Context: an optimization exercise on an open-source flow, tuned for small area, a short achievable clock period and few clock cycles per item. The choices shown serve that exercise and are no tape-out recipe. Power is estimated from default activity; no workload was simulated.

==> flow/design.v <==
module bms_scale #(
    parameter integer XLO = -2147549,
    parameter integer XHI = 2147483
) (
    input  wire [31:0] x,
    output wire        ok
);
    assign ok = ($signed(x) >= XLO) && ($signed(x) <= XHI);
endmodule
module bms_u8 (
    input  wire [31:0] x,
    output wire [7:0]  q
);
    wire [7:0] a = x[15:8];
    wire [7:0] b = x[7:0];
    wire borrow = (a >= b) && (x[15:0] != 16'd0);
    assign q = x[31] ? 8'd0 : x[16] ? 8'hff : a - {7'd0, borrow};
endmodule
module bms_seg #(
    parameter integer W = 42
) (
    input  wire [31:0]   x,
    input  wire          h,
    output wire [15:0]   lo,
    output wire          go,
    output wire          ca,
    output wire          cb,
    output wire [W-33:0] hi
);
    wire        neg = x[31];
    wire [41:0] xs  = {{10{neg}}, x};
    wire [41:0] t10 = xs << 10, t7 = xs << 7, t3 = xs << 3, t2 = xs << 2;
    wire [41:0] a  = {t10[41:32], h ? t7[31:0] : t10[31:0]};
    wire [41:0] c  = {t3[41:32],  h ? t2[31:0] : t3[31:0]};
    wire [41:0] b5 = xs << 5;                  
    wire [41:0] an = ~a, cn = ~c;
    wire [41:0] sn = an ^ b5 ^ cn;
    wire [40:0] kn = (an[40:0] & b5[40:0]) | (an[40:0] & cn[40:0]) | (b5[40:0] & cn[40:0]);
    wire [41:0] kp = {kn, 1'b1};
    wire [17:0] m   = {1'b0, sn[15:0], 1'b1}  + {1'b0, kp[15:0], 1'b1};
    wire [17:0] mid = {1'b0, sn[31:16], 1'b1} + {1'b0, kp[31:16], 1'b1};
    assign ca = !m[17] || (!neg && ((sn[15:0] ^ kp[15:0]) == 16'hffff));
    assign cb = neg;
    assign lo = ~mid[16:1];
    assign go = !mid[17];
    generate
        if (W > 32) begin : g_hi
            wire [W-32:0] t = {sn[W-1:32], 1'b1} + {kp[W-1:32], 1'b1};
            assign hi = ~t[W-32:1];
        end
    endgenerate
endmodule
module bms_encoder (
    input  wire        clk,
    input  wire        rst,
    input  wire [7:0]  a_local,
    input  wire        req_valid,
    output wire        req_ready,
    input  wire [2:0]  req_kind,
    input  wire [31:0] req_x0,
    input  wire [31:0] req_x1,
    input  wire [31:0] req_x2,
    input  wire [31:0] req_x3,
    input  wire [31:0] req_x4,
    input  wire [7:0]  req_u0,
    input  wire [7:0]  req_u1,
    input  wire [55:0] req_bitmap,
    output reg         out_valid,
    input  wire        out_ready,
    output reg         out_err,
    output wire [7:0]  out_err_idx,
    output wire [31:0] out_id,
    output wire [63:0] out_data
);
    wire k_va  = !req_kind[2] && !req_kind[0];           
    wire k_st  = req_kind == 3'd1;                       
    wire k_vc  = req_kind == 3'd3;                       
    wire k_tp  = req_kind == 3'd4;                       
    wire k_ch  = k_vc || k_tp;                           
    wire k_bal = req_kind == 3'd5;                       
    wire        h = req_kind[2];
    wire [15:0] lo0, lo1, lo2;
    wire [9:0]  hi0, hi1;
    wire        go0, go1, go2;
    wire [1:0]  c0, c1, c2;
    bms_seg #(.W(42)) u_s0 (.x(req_x0), .h(h), .lo(lo0), .go(go0), .ca(c0[0]), .cb(c0[1]), .hi(hi0));
    bms_seg #(.W(42)) u_s1 (.x(req_x1), .h(h), .lo(lo1), .go(go1), .ca(c1[0]), .cb(c1[1]), .hi(hi1));
    wire [31:0] x2c = {{6{req_x2[25]}}, req_x2[25:0]};
    bms_seg #(.W(32)) u_s2 (.x(x2c), .h(!req_kind[0]), .lo(lo2), .go(go2), .ca(c2[0]), .cb(c2[1]), .hi());
    wire [7:0] q2s, q3;
    bms_u8 u_q2s (.x(req_x2), .q(q2s));
    bms_u8 u_q3  (.x(req_x3), .q(q3));
    wire [7:0] q4 = req_x4[23:16] + {7'd0, req_x4[31] && (req_x4[15:0] != 16'd0)};
    wire ok0k, ok1k, ok2k, ok0h, ok1h, ok2h, ok2s, ok3s, ok4;
    bms_scale #(.XLO(-2147549),  .XHI(2147483))  u_ok0k (.x(req_x0), .ok(ok0k));
    bms_scale #(.XLO(-2147549),  .XHI(2147483))  u_ok1k (.x(req_x1), .ok(ok1k));
    bms_scale #(.XLO(-2147549),  .XHI(2147483))  u_ok2k (.x(req_x2), .ok(ok2k));
    bms_scale #(.XLO(-21475491), .XHI(21474836)) u_ok0h (.x(req_x0), .ok(ok0h));
    bms_scale #(.XLO(-21475491), .XHI(21474836)) u_ok1h (.x(req_x1), .ok(ok1h));
    bms_scale #(.XLO(-21475491), .XHI(21474836)) u_ok2h (.x(req_x2), .ok(ok2h));
    bms_scale #(.XLO(-257),      .XHI(65793))    u_ok2s (.x(req_x2), .ok(ok2s));
    bms_scale #(.XLO(-257),      .XHI(65793))    u_ok3s (.x(req_x3), .ok(ok3s));
    bms_scale #(.XLO(-8454143),  .XHI(8388607))  u_ok4  (.x(req_x4), .ok(ok4));
    wire [8:0] first = {1'b0, req_u0};
    wire [8:0] count = {1'b0, req_u1};
    wire [8:0] left = count - first;         
    wire use0 = !left[8] && (left[7:0] != 8'd0);
    wire use1 = !left[8] && (left[7:1] != 7'd0);
    wire use2 = !left[8] && ((left[7:2] != 6'd0) || (left[1:0] == 2'd3));
    wire f0 = use0 && !(h ? ok0h : ok0k);
    wire f1 = use1 && !(h ? ok1h : ok1k);
    wire f2 = use2 && !(h ? ok2h : ok2k);
    wire s_err = !ok0k || !ok1k || !ok2s || !ok3s || !ok4;
    wire [2:0] s_idx = !ok0k ? 3'd0 : !ok1k ? 3'd1 : !ok2s ? 3'd2 : !ok3s ? 3'd3 : 3'd4;
    wire       r_err = k_st ? s_err : k_ch ? (f0 || f1 || f2) : 1'b0;
    wire [2:0] r_idx = k_ch ? (f0 ? 3'd0 : f1 ? 3'd1 : 3'd2) : s_idx;
    reg [63:0] r_data;
    reg [7:0]  r_ci;
    always @(*) begin
        if (k_va) begin
            r_data = {lo0[15:10], hi0, lo0, lo1[15:10], hi1, lo1};
            r_ci   = {2'b00, c0, 2'b00, c1};
        end else if (k_st) begin
            r_data = {lo0, lo1, q2s, q3, q4, req_u0};
            r_ci   = {c0, c1, 4'd0};
        end else if (k_ch) begin
            r_data = {req_u0, req_u1,
                      use0 ? lo0 : 16'd0,
                      use1 ? lo1 : 16'd0,
                      use2 ? lo2 : 16'd0};
            r_ci   = {2'b00, use0 ? c0 : 2'b00, use1 ? c1 : 2'b00, use2 ? c2 : 2'b00};
        end else if (k_bal) begin
            r_data = {req_u0, req_bitmap};
            r_ci   = 8'd0;
        end else begin
            r_data = {req_u0, req_u1, 48'd0};
            r_ci   = 8'd0;
        end
    end
    reg [2:0]  out_kind;
    reg [2:0]  out_idx;
    reg [63:0] out_reg;
    reg [7:0]  out_ci;
    reg [1:0]  out_go;
    assign req_ready = !out_valid || out_ready;
    always @(posedge clk) begin
        if (rst) begin
            out_valid <= 1'b0;
        end else if (req_ready) begin
            out_valid <= req_valid;
        end
        if (req_ready) begin
            out_err  <= r_err;
            out_kind <= req_kind;
            out_idx  <= r_idx;
            out_reg  <= r_data;
            out_ci   <= r_ci;
            out_go   <= {go0, go1};
        end
    end
    wire o_ch = (out_kind == 3'd3) || (out_kind == 3'd4);
    assign out_err_idx = o_ch ? out_reg[63:56] + {6'd0, out_idx[1:0]} : {5'd0, out_idx};
    wire        o_va = !out_kind[2] && !out_kind[0];
    wire [15:0] l2 = out_reg[47:32] + {15'd0, out_ci[5]} + {15'd0, out_ci[4]};
    wire [15:0] l0 = out_reg[15:0]  + {15'd0, out_ci[1]} + {15'd0, out_ci[0]};
    wire        x2 = (&out_reg[47:33]) && ((out_reg[32] && (out_ci[5] || out_ci[4])) || (out_ci[5] && out_ci[4]));
    wire        x0 = (&out_reg[15:1])  && ((out_reg[0]  && (out_ci[1] || out_ci[0])) || (out_ci[1] && out_ci[0]));
    wire [1:0]  c32_0 = {1'b0, out_go[1]} + {1'b0, x2};
    wire [1:0]  c32_1 = {1'b0, out_go[0]} + {1'b0, x0};
    wire [9:0]  r3a = out_reg[57:48] + 10'd1, r3b = out_reg[57:48] + 10'd2;
    wire [9:0]  r1a = out_reg[25:16] + 10'd1, r1b = out_reg[25:16] + 10'd2;
    wire [9:0]  h3 = c32_0[1] ? r3b : c32_0[0] ? r3a : out_reg[57:48];
    wire [9:0]  h1 = c32_1[1] ? r1b : c32_1[0] ? r1a : out_reg[25:16];
    wire [15:0] l3 = o_va ? {{6{h3[9]}}, h3} : out_reg[63:48] + {15'd0, out_ci[7]} + {15'd0, out_ci[6]};
    wire [15:0] l1 = o_va ? {{6{h1[9]}}, h1} : out_reg[31:16] + {15'd0, out_ci[3]} + {15'd0, out_ci[2]};
    assign out_data = {l3, l2, l1, l0};
    reg [7:0] pt;
    always @(*) begin
        case (out_kind)
            3'd0: pt = 8'd38;
            3'd1: pt = 8'd45;
            3'd2: pt = 8'd40;
            3'd3: pt = 8'd41;
            3'd4: pt = 8'd43;
            3'd5: pt = 8'd42;
            default: pt = 8'd255;
        endcase
    end
    assign out_id = {16'h8000, pt, a_local};
endmodule
export LEC_CHECK = 0
export CAP_MARGIN = 20
export CORE_MARGIN = 2
export CORE_UTILIZATION = 40
export SLEW_MARGIN = 20
create_clock -name core_clock -period 12.0 [get_ports {clk}]
standard.sh (not shown) runs the stock make flow with config.mk's settings and CLKGATE_MAP_FILE= SYNTH_SCRIPT=/design/flow/synth_recipe.tcl, a recipe that flattens the netlist after the stock synthesis.
==> flow/flow/run.sh <==
#!/bin/bash
# Standard layout, with plain buf_2 cells as the port buffers and timing
# repair aimed at a setup slack of 6.5 ns.
set -euo pipefail
export BUFFER_PORTS_ARGS="-buffer_cell sky130_fd_sc_hd__buf_2"
export SETUP_SLACK_MARGIN=6.5
bash standard.sh > standard.log 2>&1
Then changed:
==> flow/flow/run.sh (replaced) <==
#!/bin/bash
# Standard layout, with plain buf_2 cells as the port buffers and timing
# repair aimed at a setup slack of 6.2 ns.
set -euo pipefail
export BUFFER_PORTS_ARGS="-buffer_cell sky130_fd_sc_hd__buf_2"
export SETUP_SLACK_MARGIN=6.2
bash standard.sh > standard.log 2>&1
Outcome: Worst hold slack gains 0.020 ns. Combinational power fell by about 7%. First-iteration DRC count rose by about 14%. Final area fell by about 5%. Sequential share of layout area rose by 0.61 points. Final cell count fell by 1.2%. Setup slack loses 0.11 ns. Clock skew barely changes. Wire length fell by 2.7%. Sequential cell count stays the same. Total power fell by about 3%.
No run of this note included a check of the RTL's function; only the layout flow was run.

-- re-timing with driven ports --
No port has a modelled driver above. Below, the same layouts with a new extraction and two added sets of constraints. Step 1 (the two cells are an assumption about what drives the block):
set clk [get_ports {clk}]
set_driving_cell -lib_cell sky130_fd_sc_hd__clkbuf_16 $clk
set_driving_cell -lib_cell sky130_fd_sc_hd__buf_2 [delete_from_list [all_inputs] $clk]
Step 2, shift: input delay + t, output delay - t, t = (earliest + latest rising clock arrival at the registers) / 2. This alone moves slack from input paths to output paths. Three values: ideal ports, drivers, drivers and shift; two values: the first two.
| run | t, ns | slack for setup (ns) | worst setup path after step 2 | clock arrival spread, ns | worst data-port slew with drivers (ns) |
|---|---|---|---|---|---|
| the first run | 0.400 | 6.451 / 6.360 / 5.960 | input to register | 0.012 / 0.012 | 0.26 |
| the second run | 0.397 | 6.336 / 6.222 / 5.825 | input to register | 0.013 / 0.012 | 0.23 |
After both steps every run listed still meets setup and hold. The setup slack of the second run, which loses most, moves by -0.114 ns with the drivers and by -0.511 ns with both steps.
